From an optimization exercise on the open Yosys and OpenROAD flow, aimed at small area, a short achievable clock period and few clock cycles; shortcuts taken in it are not production practice. Only simulation tests tie the RTL to the original design; equivalence was not proved. Power figures rest on the tool's default switching activity, not on a simulated workload.

`flow/constraint.sdc`:
```
create_clock -name core_clock -period 11.0 [get_ports {clk}]
set_input_delay 2.2000 -clock core_clock [delete_from_list [all_inputs] [get_ports {clk}]]
set_output_delay 2.2000 -clock core_clock [all_outputs]
set_load 0.01 [all_outputs]
```
`flow/config.mk`:
```
export PLATFORM = sky130hd
export DESIGN_NAME = fdrd_stream
export DESIGN_NICKNAME = fdrd_stream
export VERILOG_FILES = /design/flow/design.v
export SDC_FILE = /design/flow/constraint.sdc
export NUM_CORES = 4
export LEC_CHECK = 0
export CAP_MARGIN = 20
export CORE_MARGIN = 2
export CORE_UTILIZATION = 40
export SLEW_MARGIN = 20
```
`flow/design.v`:
```
module fdrd_stream (
    input  wire        clk,
    input  wire        rst,             
    input  wire        start,
    input  wire [11:0] frame_len,
    output wire        start_ready,
    input  wire        in_valid,
    input  wire [7:0]  in_data,
    output wire        in_ready,
    output reg         rec_valid,
    output wire [63:0] rec_ts,
    output wire [7:0]  rec_prio,
    output wire [31:0] rec_lon,
    output wire [31:0] rec_lat,
    output wire [15:0] rec_alt,
    output wire [15:0] rec_angle,
    output wire [7:0]  rec_sats,
    output wire [15:0] rec_speed,
    output wire [15:0] rec_event_io,
    output wire [15:0] rec_total_io,
    output wire [15:0] rec_cnt_1b,
    output wire [15:0] rec_cnt_2b,
    output wire [15:0] rec_cnt_4b,
    output wire [15:0] rec_cnt_8b,
    output wire [15:0] rec_cnt_nx,
    output wire [9:0]  rec_elem_first,
    output wire [10:0] rec_off,
    output wire [10:0] rec_len,
    output reg         elem_valid,
    output wire [15:0] elem_id,
    output wire [2:0]  elem_kind,
    output wire [7:0]  elem_rec,
    output wire [15:0] elem_vlen,
    output wire [10:0] elem_voff,
    output wire [63:0] elem_val,
    output reg         done,
    output reg  [2:0]  result,
    output wire [7:0]  anomaly,
    output wire [15:0] crc_calc,
    output wire [7:0]  ack,
    output wire [7:0]  rec_count,
    output wire [9:0]  elem_count,
    output wire [10:0] err_pos
);
    localparam [2:0] R_OK        = 3'd1;
    localparam [2:0] R_FRAME_LEN = 3'd2;
    localparam [2:0] R_SHORT     = 3'd3;
    localparam [2:0] R_CODEC     = 3'd4;
    localparam [2:0] R_CRC       = 3'd5;
    localparam [2:0] R_MALFORMED = 3'd6;
    localparam [3:0] S_HDR  = 4'd0,    
                     S_END  = 4'd1,    
                     S_RH   = 4'd2,    
                     S_CNT0 = 4'd3,    
                     S_CNT1 = 4'd4,    
                     S_ID0  = 4'd5,
                     S_ID1  = 4'd6,
                     S_NXL0 = 4'd7,
                     S_NXL1 = 4'd8,
                     S_V0   = 4'd9,    
                     S_V    = 4'd10;   
    function [15:0] crc_byte(input [15:0] c, input [7:0] d);
        integer i;
        reg [15:0] x;
        begin
            x = c ^ {8'h00, d};
            for (i = 0; i < 8; i = i + 1)
                x = x[0] ? ((x >> 1) ^ 16'hA001) : (x >> 1);
            crc_byte = x;
        end
    endfunction
    reg        busy;          
    reg        inr;           
    reg        st_tk;         
    reg [11:0] rc;            
    reg        tk;            
    reg [7:0]  db;            
    assign start_ready = !busy;
    assign in_ready    = inr;
    wire take    = in_valid && inr;
    wire st_take = start && !busy;
    wire len_ok  = (frame_len >= 12'd15) && (frame_len <= 12'd2048);
    always @(posedge clk) begin
        db <= in_data;
        if (rst) begin
            inr <= 1'b0;
            tk  <= 1'b0;
        end else begin
            tk <= take;
            if (st_take) begin
                rc  <= frame_len;
                inr <= len_ok;
            end else if (take) begin
                rc <= rc - 12'd1;
                if (rc == 12'd1) inr <= 1'b0;
            end
        end
    end
    reg [3:0]   st;
    reg [10:0]  pos;          
    reg [10:0]  fcnt;
    reg [2:0]   grp;          
    reg [9:0]   grem;         
    reg         gbig;         
    reg [7:0]   rec_idx;      
    reg [9:0]   elem_idx;     
    reg [7:0]   n1;
    reg [15:0]  crc;
    reg         is8, is8e;
    reg         f_pre, f_dfl, f_rhi, f_n1n2, f_n2rec, f_slack, f_trunc, f_mal;
    reg         crc_ok, okf;
    reg [191:0] sr1;          
    reg [31:0]  sr2;          
    reg [49:0]  cs;           
    reg [10:0]  roff;         
    reg [9:0]   efirst;
    reg [10:0]  rlen;
    reg [15:0]  id;
    reg [10:0]  nxlen;
    reg         nxbig;
    reg [10:0]  voff;
    reg [63:0]  acc;
    wire        cdc_ok  = is8 || is8e;
    wire [11:0] brem    = rc - 12'd4;           
    wire        body    = (rc > 12'd4);
    wire [10:0] pos_inc = pos + 11'd1;
    reg [11:0] need;
    always @(*) begin
        need = 12'd0;
        case (st)
            S_RH:
                if (is8) begin
                    if (fcnt[4:0] == 5'd0) need = 12'd26;
                end else begin
                    case (fcnt[4:0])
                        5'd0:  need = 12'd8;
                        5'd8:  need = 12'd1;
                        5'd9:  need = 12'd4;
                        5'd13: need = 12'd4;
                        5'd17: need = 12'd2;
                        5'd19: need = 12'd2;
                        5'd21: need = 12'd1;
                        5'd22: need = 12'd2;
                        5'd24: need = 12'd2;
                        5'd26: need = 12'd2;
                        default: need = 12'd0;
                    endcase
                end
            S_CNT0, S_ID0, S_NXL0: need = 12'd2;
            S_V0: need = grp[2] ? (nxbig ? 12'hFFF : {1'b0, nxlen})
                                : {8'd0, grp == 3'd3, grp == 3'd2, grp == 3'd1, grp == 3'd0};
            default: need = 12'd0;
        endcase
    end
    wire fail = (brem < need);
    wire        rh_last  = is8 ? (fcnt[4:0] == 5'd25) : (fcnt[4:0] == 5'd27);
    wire        last_rec = (rec_idx == n1 - 8'd1);
    wire        cnt_zero = !gbig && grem[9:8] == 2'd0 && db == 8'd0;
    wire        last_el  = !gbig && grem == 10'd1;
    wire [15:0] nxl_full = {5'd0, nxlen[10:8], db};
    wire        nxl_zero = !nxbig && nxlen[10:8] == 3'd0 && db == 8'd0;
    wire [11:0] dfl_x    = rc - 12'd7;            
    always @(posedge clk) begin
        rec_valid  <= 1'b0;
        elem_valid <= 1'b0;
        done       <= 1'b0;
        rlen       <= pos_inc - roff;
        if (rec_valid) rec_idx <= rec_idx + 8'd1;
        if (rst) begin
            busy  <= 1'b0;
            st_tk <= 1'b0;
        end else begin
            st_tk <= st_take;
            if (st_take) busy <= 1'b1;
            if (st_tk) begin
                st       <= S_HDR;
                pos      <= 11'd0;
                crc      <= 16'd0;
                rec_idx  <= 8'd0;
                elem_idx <= 10'd0;
                f_pre    <= 1'b0;
                f_dfl    <= 1'b0;
                f_rhi    <= 1'b0;
                f_n1n2   <= 1'b0;
                f_slack  <= 1'b0;
                f_trunc  <= 1'b0;
                f_mal    <= 1'b0;
                crc_ok   <= 1'b1;
                okf      <= 1'b0;
                if (rc > 12'd2048) begin
                    result <= R_FRAME_LEN;
                    done   <= 1'b1;
                    busy   <= 1'b0;
                end else if (rc < 12'd15) begin
                    result <= R_SHORT;
                    done   <= 1'b1;
                    busy   <= 1'b0;
                end
            end
            if (tk) begin
                pos <= pos_inc;
                if (rc >= 12'd4 && !(st == S_HDR && !pos[3])) crc <= crc_byte(crc, db);
                if (rc == 12'd4) begin
                    f_n1n2  <= (db != n1);
                    f_n2rec <= (db != rec_idx + {7'd0, rec_valid});
                end
                if (rc == 12'd3 || rc == 12'd2) begin
                    if (db != 8'd0) begin
                        f_rhi  <= 1'b1;
                        crc_ok <= 1'b0;
                    end
                end
                if (rc == 12'd1 && db != crc[15:8]) crc_ok <= 1'b0;
                if (rc == 12'd0) begin
                    done <= 1'b1;
                    busy <= 1'b0;
                    if (!cdc_ok)
                        result <= R_CODEC;
                    else if (!crc_ok || db != crc[7:0])
                        result <= R_CRC;
                    else if (f_mal)
                        result <= R_MALFORMED;
                    else
                        result <= R_OK;
                    okf <= cdc_ok && crc_ok && (db == crc[7:0]) && !f_mal;
                end
                case (st)
                    S_HDR: begin
                        if (pos[3:2] == 2'd0 && db != 8'd0) f_pre <= 1'b1;
                        if ((pos[3:0] == 4'd4 || pos[3:0] == 4'd5) && db != 8'd0) f_dfl <= 1'b1;
                        if (pos[3:0] == 4'd6) id[15:8] <= db;
                        if (pos[3:0] == 4'd7 && {id[15:8], db} > {4'd0, dfl_x}) f_dfl <= 1'b1;
                        if (pos[3:0] == 4'd8) begin
                            is8  <= (db == 8'h08);
                            is8e <= (db == 8'h8E);
                        end
                        if (pos[3:0] == 4'd9) begin
                            n1   <= db;
                            fcnt <= 11'd0;
                            st   <= (cdc_ok && db != 8'd0) ? S_RH : S_END;
                        end
                    end
                    S_END: begin
                        if (body) f_slack <= 1'b1;
                    end
                    default: ;
                endcase
                if (st != S_HDR && st != S_END && fail) begin
                    st <= S_END;
                    if (is8) begin
                        f_trunc <= 1'b1;
                        if (body) f_slack <= 1'b1;
                    end else begin
                        f_mal <= 1'b1;
                        roff  <= pos;
                    end
                end else begin
                    case (st)
                        S_RH: begin
                            fcnt <= fcnt + 11'd1;
                            if (fcnt[4:0] == 5'd0) begin
                                roff   <= pos;
                                efirst <= elem_idx;
                            end
                            if (rh_last) begin
                                if (is8) begin
                                    rec_valid <= 1'b1;
                                    fcnt      <= 11'd0;
                                    if (last_rec) st <= S_END;
                                end else begin
                                    st  <= S_CNT0;
                                    grp <= 3'd7;
                                end
                            end
                        end
                        S_CNT0: begin
                            grp       <= grp + 3'd1;
                            grem[9:8] <= db[1:0];
                            gbig      <= (db[7:2] != 6'd0);
                            st        <= S_CNT1;
                        end
                        S_CNT1: begin
                            grem[7:0] <= db;
                            if (cnt_zero) begin
                                if (grp[2]) begin
                                    rec_valid <= 1'b1;
                                    fcnt      <= 11'd0;
                                    st        <= last_rec ? S_END : S_RH;
                                end else begin
                                    st <= S_CNT0;
                                end
                            end else begin
                                st <= S_ID0;
                            end
                        end
                        S_ID0: begin
                            id[15:8] <= db;
                            st       <= S_ID1;
                        end
                        S_ID1: begin
                            id[7:0] <= db;
                            voff    <= pos_inc;
                            if (grp[2]) begin
                                st <= S_NXL0;
                            end else begin
                                st   <= S_V0;
                                fcnt <= {7'd0, grp == 3'd3, grp == 3'd2, grp == 3'd1, grp == 3'd0};
                            end
                        end
                        S_NXL0: begin
                            nxlen[10:8] <= db[2:0];
                            nxbig       <= (db[7:3] != 5'd0);
                            st          <= S_NXL1;
                        end
                        S_NXL1: begin
                            nxlen[7:0] <= db;
                            voff       <= pos_inc;
                            fcnt       <= nxl_full[10:0];
                            if (nxl_zero) begin
                                elem_valid <= 1'b1;
                                elem_idx   <= elem_idx + 10'd1;
                                grem       <= grem - 10'd1;
                                if (last_el) begin
                                    rec_valid <= 1'b1;
                                    fcnt      <= 11'd0;
                                    st        <= last_rec ? S_END : S_RH;
                                end else begin
                                    st <= S_ID0;
                                end
                            end else begin
                                st <= S_V0;
                            end
                        end
                        S_V0, S_V: begin
                            fcnt <= fcnt - 11'd1;
                            st   <= S_V;
                            if (fcnt == 11'd1) begin
                                elem_valid <= 1'b1;
                                elem_idx   <= elem_idx + 10'd1;
                                grem       <= grem - 10'd1;
                                if (last_el) begin
                                    if (grp[2]) begin
                                        rec_valid <= 1'b1;
                                        fcnt      <= 11'd0;
                                        st        <= last_rec ? S_END : S_RH;
                                    end else begin
                                        st <= S_CNT0;
                                    end
                                end else begin
                                    st <= S_ID0;
                                end
                            end
                        end
                        default: ;
                    endcase
                end
            end
        end
    end
    wire rh     = tk && st == S_RH;
    wire sr1_en = rh && !(fcnt[4] && fcnt[3]);
    wire sr2_en = rh && (is8 || (fcnt[4] && fcnt[3]));
    wire cs_en  = (rh && is8) || (tk && st == S_CNT1);
    wire isv    = (st == S_V0) || (st == S_V);
    wire acc_en = tk && (isv || st == S_ID0);
    always @(posedge clk) begin
        if (sr1_en) sr1 <= {sr1[183:0], db};
        if (sr2_en) sr2 <= {sr2[23:0], db & {8{!is8}}};
        if (cs_en)  cs  <= {cs[39:0], {grem[9:8], db} & {10{!is8}}};
        if (acc_en) acc <= {acc[55:0], db} & {64{isv}};
    end
    assign rec_ts         = sr1[191:128];
    assign rec_prio       = sr1[127:120];
    assign rec_lon        = sr1[119:88];
    assign rec_lat        = sr1[87:56];
    assign rec_alt        = sr1[55:40];
    assign rec_angle      = sr1[39:24];
    assign rec_sats       = sr1[23:16];
    assign rec_speed      = sr1[15:0];
    assign rec_event_io   = sr2[31:16];
    assign rec_total_io   = sr2[15:0];
    assign rec_cnt_1b     = {6'd0, cs[49:40]};
    assign rec_cnt_2b     = {6'd0, cs[39:30]};
    assign rec_cnt_4b     = {6'd0, cs[29:20]};
    assign rec_cnt_8b     = {6'd0, cs[19:10]};
    assign rec_cnt_nx     = {6'd0, cs[9:0]};
    assign rec_elem_first = efirst;
    assign rec_off        = roff;
    assign rec_len        = rlen;
    assign elem_id   = id;
    assign elem_kind = grp;
    assign elem_rec  = rec_idx;
    assign elem_vlen = grp[2] ? {5'd0, nxlen}
                              : {12'd0, grp == 3'd3, grp == 3'd2, grp == 3'd1, grp == 3'd0};
    assign elem_voff = voff;
    assign elem_val  = acc;
    assign anomaly    = {f_rhi, f_slack & okf, f_pre, f_dfl, f_trunc & okf, f_n1n2,
                         f_n2rec & okf, f_trunc & okf};
    assign crc_calc   = crc;
    assign ack        = n1 & {8{okf}};
    assign rec_count  = rec_idx & {8{okf}};
    assign elem_count = elem_idx & {10{okf}};
    assign err_pos    = roff & {11{result == R_MALFORMED}};
endmodule
```
`flow/standard.sh`:
```
#!/bin/bash
# synth_recipe.tcl (not shown) runs the flow's synth.tcl, then flattens the netlist and writes it again
# the make line also repeats each setting of config.mk as NAME=value (left out here)
make -C /OpenROAD-flow-scripts/flow DESIGN_CONFIG=/design/flow/config.mk WORK_HOME=/design/flow/orfs CLKGATE_MAP_FILE= SYNTH_SCRIPT=/design/flow/synth_recipe.tcl "${@:-finish}"
```
`flow/flow/run.sh`:
```
#!/bin/bash
# Standard ORFS layout, with timing repair aimed at a slack of 8 ns below the
# 11 ns clock (the SDC and clock are unchanged).
set -euo pipefail
bash standard.sh SETUP_SLACK_MARGIN=8 finish > make_finish.log 2>&1
```
==> results of run 1 <==
per-stage QoR:
stage | total power, mW | cell area [um^2] | setup WS (ns) | hold slack (ns)
global placement | 2.63 | 29300 | 6.20 | 0.429
floorplan | 2.53 | 23800 | 6.32 | 0.424
CTS | 4.52 | 31700 | 6.87 | 0.433
global route | 4.68 | 33300 | 6.85 | 0.445
finish | 4.52 | 33300 | 6.92 | 0.439
detailed placement | 2.63 | 29300 | 6.08 | 0.430
area by class of cell:
cell class | instances | area share (%)
Clock buffer | 74 | 4.63
Timing Repair Buffer | 894 | 20.8
Sequential cell | 537 | 47.4
Tap cell | 765 | 2.87
Multi-Input combinational cell | 1046 | 23.1
Inverter | 50 | 0.646
Clock inverter | 32 | 0.676
critical path: stages (launching register included):
cell and delay (ns):
edfxtp_1 0.52, and3b_4 0.28, buf_6 0.12, buf_6 0.10, and2_4 0.14, buf_6 0.11
final timing paths:
kind | depth (start not counted) | from | to
worst max-delay path | 5 | result[2] | err_pos[9]
worst min-delay path | 0 | cs[13] | cs[23]
worst max register to register | 22 | grp[0] | register
worst min register to register | 0 | cs[13] | cs[23]
metal layers:
metal  global-route usage [%]  wire [um]
met1                     28.5      28400
met2                     38.7      35900
met3                     3.59       4470
met4                     6.06       1850
met5                        0          0
sequential cells by signal, indices dropped and copies added, names as in the netlist, 12 cells and up, named ones only:
register / flops
sr1: 192
sr2: 32
crc: 16
cs: 50
rc: 12
acc: 64
id: 16
power breakdown:
part	switching, mW	internal (mW)
Sequential	0.0280	2.24
Combinational	0.226	0.191
Clock	0.797	1.04
Total	1.05	3.47
placed cells by master (no fill, tap or decap), types with 9 or more instances in the layout:
cell             Yosys  layout
a21oi_1             51      38
a22o_1              11      11
and2_1              64      32
and2_4               0      33
and3_1              73      71
buf_12               0      13
buf_2               10     347
buf_4               43     295
buf_6                1     188
clkbuf_1            66      14
clkbuf_16            0      60
clkdlybuf4s50_1      0      24
clkinv_1             2      10
clkinv_2             0      14
conb_1               1      35
dfxtp_1             38      19
dfxtp_2              0      10
dfxtp_4              0       9
dlygate4sd2_1        0      10
edfxtp_1           499     499
ha_1                64      58
inv_1               47      43
nand2_1            120     112
nand2b_1            11      11
nand3_1             58      55
nand4_1             11      11
nor2_1             100      85
nor2_4               1       9
nor2b_1             25      19
nor3_1              27      22
nor4_1              15       9
o211ai_1            12      12
o21ai_0             82      58
o21ai_1              3      16
o21ai_2              0      11
xnor2_1             69      69
xor2_1              47      46
logic make-up after synthesis:
family / Yosys count / share of synthesized area, %
compound gates: 267 / 7.75
fa+ha+maj: 65 / 3.54
buf+inv: 176 / 3.63
simple gates: 549 / 12.4
xor+xnor: 116 / 4.38
other cells: 1 / 0.0162
mux: 8 / 0.378
flops: 537 / 67.9
timing repair:
item	4_1_cts	5_1_grt
gates cloned	6	3
pin swaps	34	45
gates resized for setup	2146	190
endpoints found under the setup margin	902	882
setup buffers	240	117
==> results.yml, run 1 <==
final_layout:
  fill_cells: 4830
  diodes: 0
  nets: 2675
  syn_to_final_growth_pct: 43.7
  drive_gt1_share_pct: 43.2
  regArea_um2: 15800
  final_core_util_pct: 58.0
  fin_cells: 3398
  multi_input_area_um2: 7680
grt:
  grt_usage_pct: 22.1
  grt_max_degree: 92
  grt_pass1_vias: 16300
  antenna_found_initial: 0
  grt_pass1_wl_um: 102000
  globalRouteOverflowTotal: 0
clock_tree:
  ctsRootBufferMaster: "clkbuf_16"
  htreeDepth: 2
  clock_path_buffers: 3
  holdBufCountCts: 0
  clkLatencyLatePin_ns: 0.60
  cts_buffers: 57
  cts_tree: "yes"
  clk_pin_slew_ns: 0.06
  clkSinkCount: 537
synthesis:
  synth_edf_count: 499
  synth_seq_area_share_pct: 67.9
  synth_area_leaders: "edfxtp_1 (65%), ha_1 (3.5%), dfxtp_1 (3.3%)"
  syn_area_um2: 23200
  ys.flop_type: "edfxtp_1"
  post-synth-top-area-fraction_pct: 64.6
  ys_ff_latch: 537
  postSynthCellCount: 1719
  synth_area_leader_cell: "edfxtp_1"
  yosysMostFrequentCell: "edfxtp_1"
  netlist_top_cells_count: "edfxtp_1 (499), nand2_1 (120), nor2_1 (100)"
  yosysWarnings: 1
  async_flop_share_pct: 0
  avgSynthCellArea_um2: 13.5
  synthDistinctLibCells: 86
critical_path:
  r2r_slack_ns: 7.03
  cp-end-kind: "primary output"
  start_kind: "register"
  crit_fanout: 4
  critical_path_arrival_ns: 1.88
  crit_required_ns: 8.80
  critPathKind: "register to primary output"
placed_design:
  gp_congestion: 0.912
  port_buffers: 511
  dp_hpwl_um: 45500
  placed_cells: 2926
detailed_routing:
  first_pass_iters: 7
  drtIter0Drc: 1293
  detail_route.wirelength_um: 70600
  route.detailed.wl_per_inst_um: 20.8
  final_antenna_net_count: 0
  vias: 17400
  drc_errors: 0
  viasPerCell: 5.12
timing:
  rsz0062_at_grt: "yes"
  setup_violations: 0
  tightest_slew_ns: 0.863
  finalSetupTns_ns: 0
  max_freq_ghz: 0.245
  hold_viol: 0
  period_minus_slack_ns: 4.08
  slew_viol_final: 0
  max_slew_margin_pct: 42.4
  fin_crit_sh_pct: 37.1
  finClkSkew_ns: 0.0204
floorplanning:
  dieWidth_um: 245
  initial_utilization_pct: 40.4
  core-area_um2: 57500
  num_io_pins: 547
  fp-row-count: 88
  die-area_um2: 59900
  die_y_um: 245
power:
  pwr_density_cell_nw_per_um2: 136
  leakagePower_nw: 13.3
  peakVddDrop_mv: 0.120
flow_run:
  maxCapViolCount: 0
outcome:
  status: "timing/DRC/antenna clean"
min_path:
  hold_class: "register to register"
Testbench counts, summed over its fixed seeds: cycles 92,202.
==> run 2, diff against run 1 <==
==> flow/run.sh (new file) <==
#!/bin/bash
# synth_recipe.tcl (not shown) runs the flow's synth.tcl, then flattens the netlist and writes it again
# the make line also repeats each setting of config.mk as NAME=value (left out here)
make -C /OpenROAD-flow-scripts/flow DESIGN_CONFIG=/design/flow/config.mk WORK_HOME=/design/flow/orfs CLKGATE_MAP_FILE= SYNTH_SCRIPT=/design/flow/synth_recipe.tcl finish
removed: flow/flow/run.sh
removed: flow/standard.sh
==> run 2 against run 1 <==
Compared with the run above: clock skew increased by 0.0065 ns; highest routed layer unchanged; hold slack improved by 0.0019 ns; sequential power about the same; largest power group unchanged; core utilization decreased by 4.2 points; setup slack got worse by 1.3 ns; still clean; synthesized cell count unchanged; flip-flop and latch count unchanged; combinational power decreased by 26%.
==> results.yml, run 2 <==
outcome:
  status: "timing/DRC/antenna clean"
clock_tree:
  ctsRootBufferMaster: "clkbuf_16"
  htreeDepth: 2
  clk_pin_slew_ns: 0.06
  clock_path_buffers: 3
  cts_tree: "yes"
  post_cts_buffers: 0
  clkSinkCount: 537
  cts_buffers: 57
  clkLatencyLatePin_ns: 0.62
  post_cts_resized: 0
  holdBufCountCts: 0
synthesis:
  ys_ff_latch: 537
  synth_compound_area_share_pct: 7.75
  yosysMostFrequentCell: "edfxtp_1"
  async_flop_share_pct: 0
  yosys.area_share.adder_pct: 3.54
  synth_area_leader_cell: "edfxtp_1"
  netlist_top_cells_count: "edfxtp_1 (499), nand2_1 (120), nor2_1 (100)"
  synth_area_leaders: "edfxtp_1 (65%), ha_1 (3.5%), dfxtp_1 (3.3%)"
  yosysWarnings: 1
  avgSynthCellArea_um2: 13.5
  synthMuxAreaShare_pct: 0.378
  synth_seq_area_share_pct: 67.9
  synthSimpleGateAreaFrac_pct: 12.4
  synthDistinctLibCells: 86
  ys.flop_type: "edfxtp_1"
  synth-xor-area-share_pct: 4.38
  synth_edf_count: 499
  synth_top_family_by_area: "simple AND/OR/NAND/NOR gates"
  postSynthCellCount: 1719
  syn_area_um2: 23200
  post-synth-top-area-fraction_pct: 64.6
placed_design:
  gp_congestion: 0.863
  dp_hpwl_um: 45200
  port_buffers: 511
detailed_routing:
  route.detailed.wl_per_inst_um: 20.9
  final_antenna_net_count: 0
  detail_route.wirelength_um: 63400
  vias: 15700
  drc_errors: 0
  drtIter0Drc: 1141
  viasPerCell: 5.16
  first_pass_iters: 6
timing:
  finalSetupTns_ns: 0
  finClkSkew_ns: 0.0269
  fin_crit_sh_pct: 49.1
  period_minus_slack_ns: 5.40
  max_slew_margin_pct: 30.9
  max_freq_ghz: 0.185
  setup_violations: 0
  rsz0062_at_grt: "no"
  slew_viol_final: 0
  hold_viol: 0
  tightest_slew_ns: 1.04
grt:
  antenna_found_initial: 0
  grt_pass1_vias: 15200
  grt_max_degree: 193
  grt_pass1_wl_um: 94500
  grt_usage_pct: 20.5
  globalRouteOverflowTotal: 0
floorplanning:
  die_y_um: 245
  fp-row-count: 88
  die-area_um2: 59900
  initial_utilization_pct: 40.4
  num_io_pins: 547
  dieWidth_um: 245
  core-area_um2: 57500
power:
  peakVddDrop_mv: 0.120
  pwr_density_cell_nw_per_um2: 146
  leakagePower_nw: 10.8
  p_total_mw: 4.51
critical_path:
  cp-end-kind: "register"
  crit_fanout: 25
  critical_path_arrival_ns: 5.90
  max_stage_delay_ns: 0.90
  critPathKind: "primary input to register"
  start_kind: "primary input"
  r2r_slack_ns: 5.85
  crit_top_cell: "nand2_1"
  path_cells: "clkdlybuf4s50_1 -> inv_1 -> nand2_1 -> clkinv_1 -> nand2_1 -> a2bb2oi_1 -> a21oi_1 -> a311oi_1"
  crit_required_ns: 11.50
  worst_path_max_delay_cell: "clkinv_1"
final_layout:
  syn_to_final_growth_pct: 33.3
  top_register: "sr1"
  largest_register_ffs: 192
  diodes: 0
  final_common_cell: "clkdlybuf4s50_1"
  reg.largest.list: "sr1: 192 flops, acc: 64 flops, cs: 50 flops"
  fill_cells: 4814
  multi_input_area_um2: 6830
  nets: 2312
  layout_common_cells: "clkdlybuf4s50_1 (511), edfxtp_1 (499), nand2_1 (120)"
  drive_gt1_share_pct: 6.83
  regArea_um2: 15700
min_path:
  hold_class: "register to register"
flow_run:
  maxCapViolCount: 0
[run 2: cell counts after synthesis]
Identical to the previous run, type by type.
[run 2: through the flow]
step / util [%] / area (um^2) / instances / setup WS [ns] / hold WS, ns
after floorplan: - / 23300 / 1753 / 4.19 / 0.424
after global placement: 50.5 / 29000 / 2929 / 5.14 / 0.428
after detailed placement: 50.5 / 29000 / 2929 / 4.99 / 0.431
after CTS: 53.8 / 30900 / 3035 / 5.59 / 0.444
after global routing: 53.8 / 30900 / 3035 / 5.25 / 0.446
final: 53.8 / 30900 / 3035 / 5.60 / 0.441
[run 2: final timing paths]
check             startpoint     endpoint  cells after the start
setup / recovery         rst     register                      8
hold / removal       sr2[14]      sr2[22]                      0
setup reg to reg       st[0]  elem_idx[5]                     13
hold reg to reg      sr2[14]      sr2[22]                      0
[run 2: cell families after synthesis]
family / count (synthesis)
simple gates: 549
flops: 537
compound gates: 267
buf+inv: 176
xor+xnor: 116
fa+ha+maj: 65
mux: 8
other cells: 1
[run 2: worst max-delay path: cells and delay by family]
kind            cells  cell delay [ns]
simple gates        2             1.19
buf+inv             3             1.66
compound gates      3             0.84
[run 2: area by class of cell]
class                           count  area share, %
Clock inverter                     38           1.19
Sequential cell                   537           50.9
Multi-Input combinational cell   1040           22.1
Clock buffer                       68           4.91
Inverter                           50          0.607
Timing Repair Buffer              537           17.2
Tap cell                          765           3.10
[run 2: report_power, final]
part	switching, mW	internal [mW]
logic	0.180	0.129
registers	0.0314	2.24
clock network	0.803	1.13
[run 2: per-layer routing]
metal  global-route usage [%]  share of wire [%]
met5                        0                  0
met4                     6.78                2.7
met3                     3.24                5.6
met2                     35.6                 50
met1                     26.2                 41
==> run 3, diff against run 2 <==
==> flow/flow/run.sh (new file) <==
#!/bin/bash
# Standard ORFS layout, with timing repair aimed at a slack of 7 ns below the
# 11 ns clock (the SDC and clock are unchanged).
set -euo pipefail
bash standard.sh SETUP_SLACK_MARGIN=7 finish > make_finish.log 2>&1
==> flow/standard.sh (new file) <==
#!/bin/bash
# synth_recipe.tcl (not shown) runs the flow's synth.tcl, then flattens the netlist and writes it again
# the make line also repeats each setting of config.mk as NAME=value (left out here)
make -C /OpenROAD-flow-scripts/flow DESIGN_CONFIG=/design/flow/config.mk WORK_HOME=/design/flow/orfs CLKGATE_MAP_FILE= SYNTH_SCRIPT=/design/flow/synth_recipe.tcl "${@:-finish}"
removed: flow/run.sh
==> run 3 against run 2 <==
Compared with the run above: still clean on timing, DRC and antenna; die area stayed put; sequential share of layout area is 1.0 points lower; non-clock buffer count is 55 higher; setup slack better by 1.4 ns; critical path type is now register to primary output; highest routed layer is now met5.
==> results.yml, run 3 <==
outcome:
  status: "timing/DRC/antenna clean"
final_layout:
  syn_to_final_growth_pct: 36.2
  nets: 2369
  fin_area_um2: 31600
  final_core_util_pct: 55.0
  top_register: "sr1"
  layout_common_cells: "edfxtp_1 (499), clkdlybuf4s50_1 (455), nand2_1 (117)"
  final_common_cell: "edfxtp_1"
  largest_register_ffs: 192
  reg.largest.list: "sr1: 192 flops, acc: 64 flops, cs: 50 flops"
  drive_gt1_share_pct: 11.3
timing:
  setup_violations: 0
  period_minus_slack_ns: 4.03
  hold_viol: 0
  max_freq_ghz: 0.248
  tightest_slew_ns: 1.05
  max_slew_margin_pct: 30.3
  slew_viol_final: 0
  rsz0062_at_grt: "yes"
  finClkSkew_ns: 0.0149
  finalSetupTns_ns: 0
  fin_crit_sh_pct: 36.6
critical_path:
  rr_worst_depth: 15
  start_kind: "register"
  crit_fanout: 3
  cp-end-kind: "primary output"
  r2r_slack_ns: 7.13
  critPathKind: "register to primary output"
  critical_path_arrival_ns: 1.83
  r2r_start: "st[2]"
  crit_required_ns: 8.80
power:
  peakVddDrop_mv: 0.117
  pwr_density_cell_nw_per_um2: 141
  leakagePower_nw: 11.4
grt:
  antenna_found_initial: 1
  met1_usage_pct: 25.6
  use_met2_pct: 36.2
  grt_usage_pct: 20.9
  grt_pass1_wl_um: 95400
  grt_pass1_vias: 15400
  use_met3_pct: 4.34
  grt_max_degree: 193
  globalRouteOverflowTotal: 0
  top_usage_layer: "met2"
placed_design:
  gp_congestion: 0.911
  dp_hpwl_um: 45900
  port_buffers: 511
  dpl_cell_area_um2: 29100
floorplanning:
  die-area_um2: 59900
  core-area_um2: 57500
  fp-row-count: 88
  die_y_um: 245
  dieWidth_um: 245
  initial_utilization_pct: 40.4
  num_io_pins: 547
synthesis:
  synthSimpleGateAreaFrac_pct: 12.4
  synth_seq_area_share_pct: 67.9
  netlist_top_cells_count: "edfxtp_1 (499), nand2_1 (120), nor2_1 (100)"
  ys_ff_latch: 537
  avgSynthCellArea_um2: 13.5
  synthMuxAreaShare_pct: 0.378
  synth_top_family_by_area: "simple AND/OR/NAND/NOR gates"
  yosys.area_share.adder_pct: 3.54
  synth_area_leader_cell: "edfxtp_1"
  synth_area_leaders: "edfxtp_1 (65%), ha_1 (3.5%), dfxtp_1 (3.3%)"
  postSynthCellCount: 1719
  synth-xor-area-share_pct: 4.38
  synthDistinctLibCells: 86
  async_flop_share_pct: 0
  synth_compound_area_share_pct: 7.75
  yosysWarnings: 1
  ys.flop_type: "edfxtp_1"
  post-synth-top-area-fraction_pct: 64.6
  synth_edf_count: 499
  syn_area_um2: 23200
  yosysMostFrequentCell: "edfxtp_1"
detailed_routing:
  viasPerCell: 5.18
  detail_route.wirelength_um: 66200
  route.detailed.wl_per_inst_um: 21.4
  drc_errors: 0
  final_antenna_net_count: 0
  drtIter0Drc: 1191
  vias: 16000
  first_pass_iters: 8
clock_tree:
  ctsRootBufferMaster: "clkbuf_16"
  clkLatencyLatePin_ns: 0.61
  clk_pin_slew_ns: 0.06
  cts_tree: "yes"
  holdBufCountCts: 0
  cts_buffers: 57
  clock_path_buffers: 3
  clkSinkCount: 537
  htreeDepth: 2
min_path:
  min_to: "sr2[9]"
  hold_path_startpoint: "sr2[1]"
  hold_class: "register to register"
  min_path_cells: 0
flow_run:
  maxCapViolCount: 0
-- run 3: cell counts after synthesis --
Identical to the previous run, type by type.
-- run 3: area by class of cell --
| cell class | count | area [um^2] |
|---|---|---|
| clock buffer | 68 | 1500 |
| sequential | 537 | 15800 |
| tap | 765 | 957 |
| timing repair buffer | 592 | 5850 |
| multi-input combinational | 1042 | 7030 |
| clock inverter | 35 | 287 |
| antenna | 1 | 2.50 |
| fill | 4894 | 25900 |
| inverter | 50 | 204 |
-- run 3: kinds of logic (layout without fill, tap and decap cells) --
kind of cell	Yosys count	count (layout)
adder cells (fa/ha/maj)	65	65
AND/OR/NAND/NOR	549	550
buffers and inverters	176	745
XOR/XNOR	116	116
flip-flops	537	537
other	1	36
AO/OA/AOI/OAI	267	268
multiplexers	8	8
-- run 3: report_power, final --
| part | switching, mW | internal (mW) | leakage, nW |
|---|---|---|---|
| Sequential | 0.0308 | 2.24 | 4.87 |
| Clock | 0.795 | 1.04 | 0.871 |
| Combinational | 0.193 | 0.145 | 5.62 |
-- run 3: metal layers --
metal | vias to the layer above | wire length (um)
li1 | 7446 | -
met1 | 7856 | 26500
met2 | 595 | 33200
met3 | 120 | 4260
met4 | 2 | 2210
met5 | - | 13
-- run 3: timing repair --
item,in CTS,in global routing
pin swaps,6,4
cloned,2,2
endpoints found under the setup margin,158,97
resized for setup,138,47
setup buffers,27,24
-- run 3: worst max-delay path by stage --
stage	start	to	slack, ns	cells after the start
finish	result[0]	err_pos[7]	6.97	5
global route	st[1]	register	6.86	15
CTS	grp[0]	elem_vlen[2]	6.81	5
detailed placement	rst	register	5.83	9
global placement	rst	register	5.89	9
floorplan	st[3]	sr1[0]	6.32	4
-- run 3: worst max-delay path, cell delays in order, from the launching register on --
cell and delay [ns]:
edfxtp_1 0.43, buf_6 0.16, and3b_2 0.28, buf_6 0.12, and2_4 0.13, buf_6 0.09
-- run 3: metrics by stage --
stage | std cells | setup slack [ns] | hold WS (ns) | power [mW]
2_1_floorplan | 1753 | 6.32 | 0.424 | 2.52
3_3_place_gp | 2929 | 5.89 | 0.429 | 2.62
3_5_place_dp | 2929 | 5.83 | 0.431 | 2.63
4_1_cts | 3061 | 6.81 | 0.428 | 4.48
5_1_grt | 3089 | 6.86 | 0.448 | 4.60
6_report | 3090 | 6.97 | 0.441 | 4.45

-- re-timing with driven ports --
No port has a modelled driver above. Below, the same layouts with a new extraction and two added sets of constraints. Step 1 sets driving cells, clkbuf_16 on the clock port and buf_2 on the other inputs (assumed; they add their load-dependent delay and slew). Step 2 moves the port delays by t, midway between the first and last clock arrival at a register: inputs arrive t later, outputs are due t later. That takes back most of the time a late clock gives input paths. Slacks: ideal / step 1 / step 2; pairs: ideal / step 1.
run | t, ns | setup slack, ns | cell pins on the clock port's net
run 1 | 0.657 | 6.917 / 6.853 / 6.662 | 1
run 2 | 0.669 | 5.595 / 5.635 / 4.966 | 1
run 3 | 0.669 | 6.970 / 6.906 / 6.668 | 1
After both steps every run listed still meets setup and hold. For run 2, which loses most, drivers alone change the setup slack by +0.040 ns; drivers and shift together by -0.629 ns.
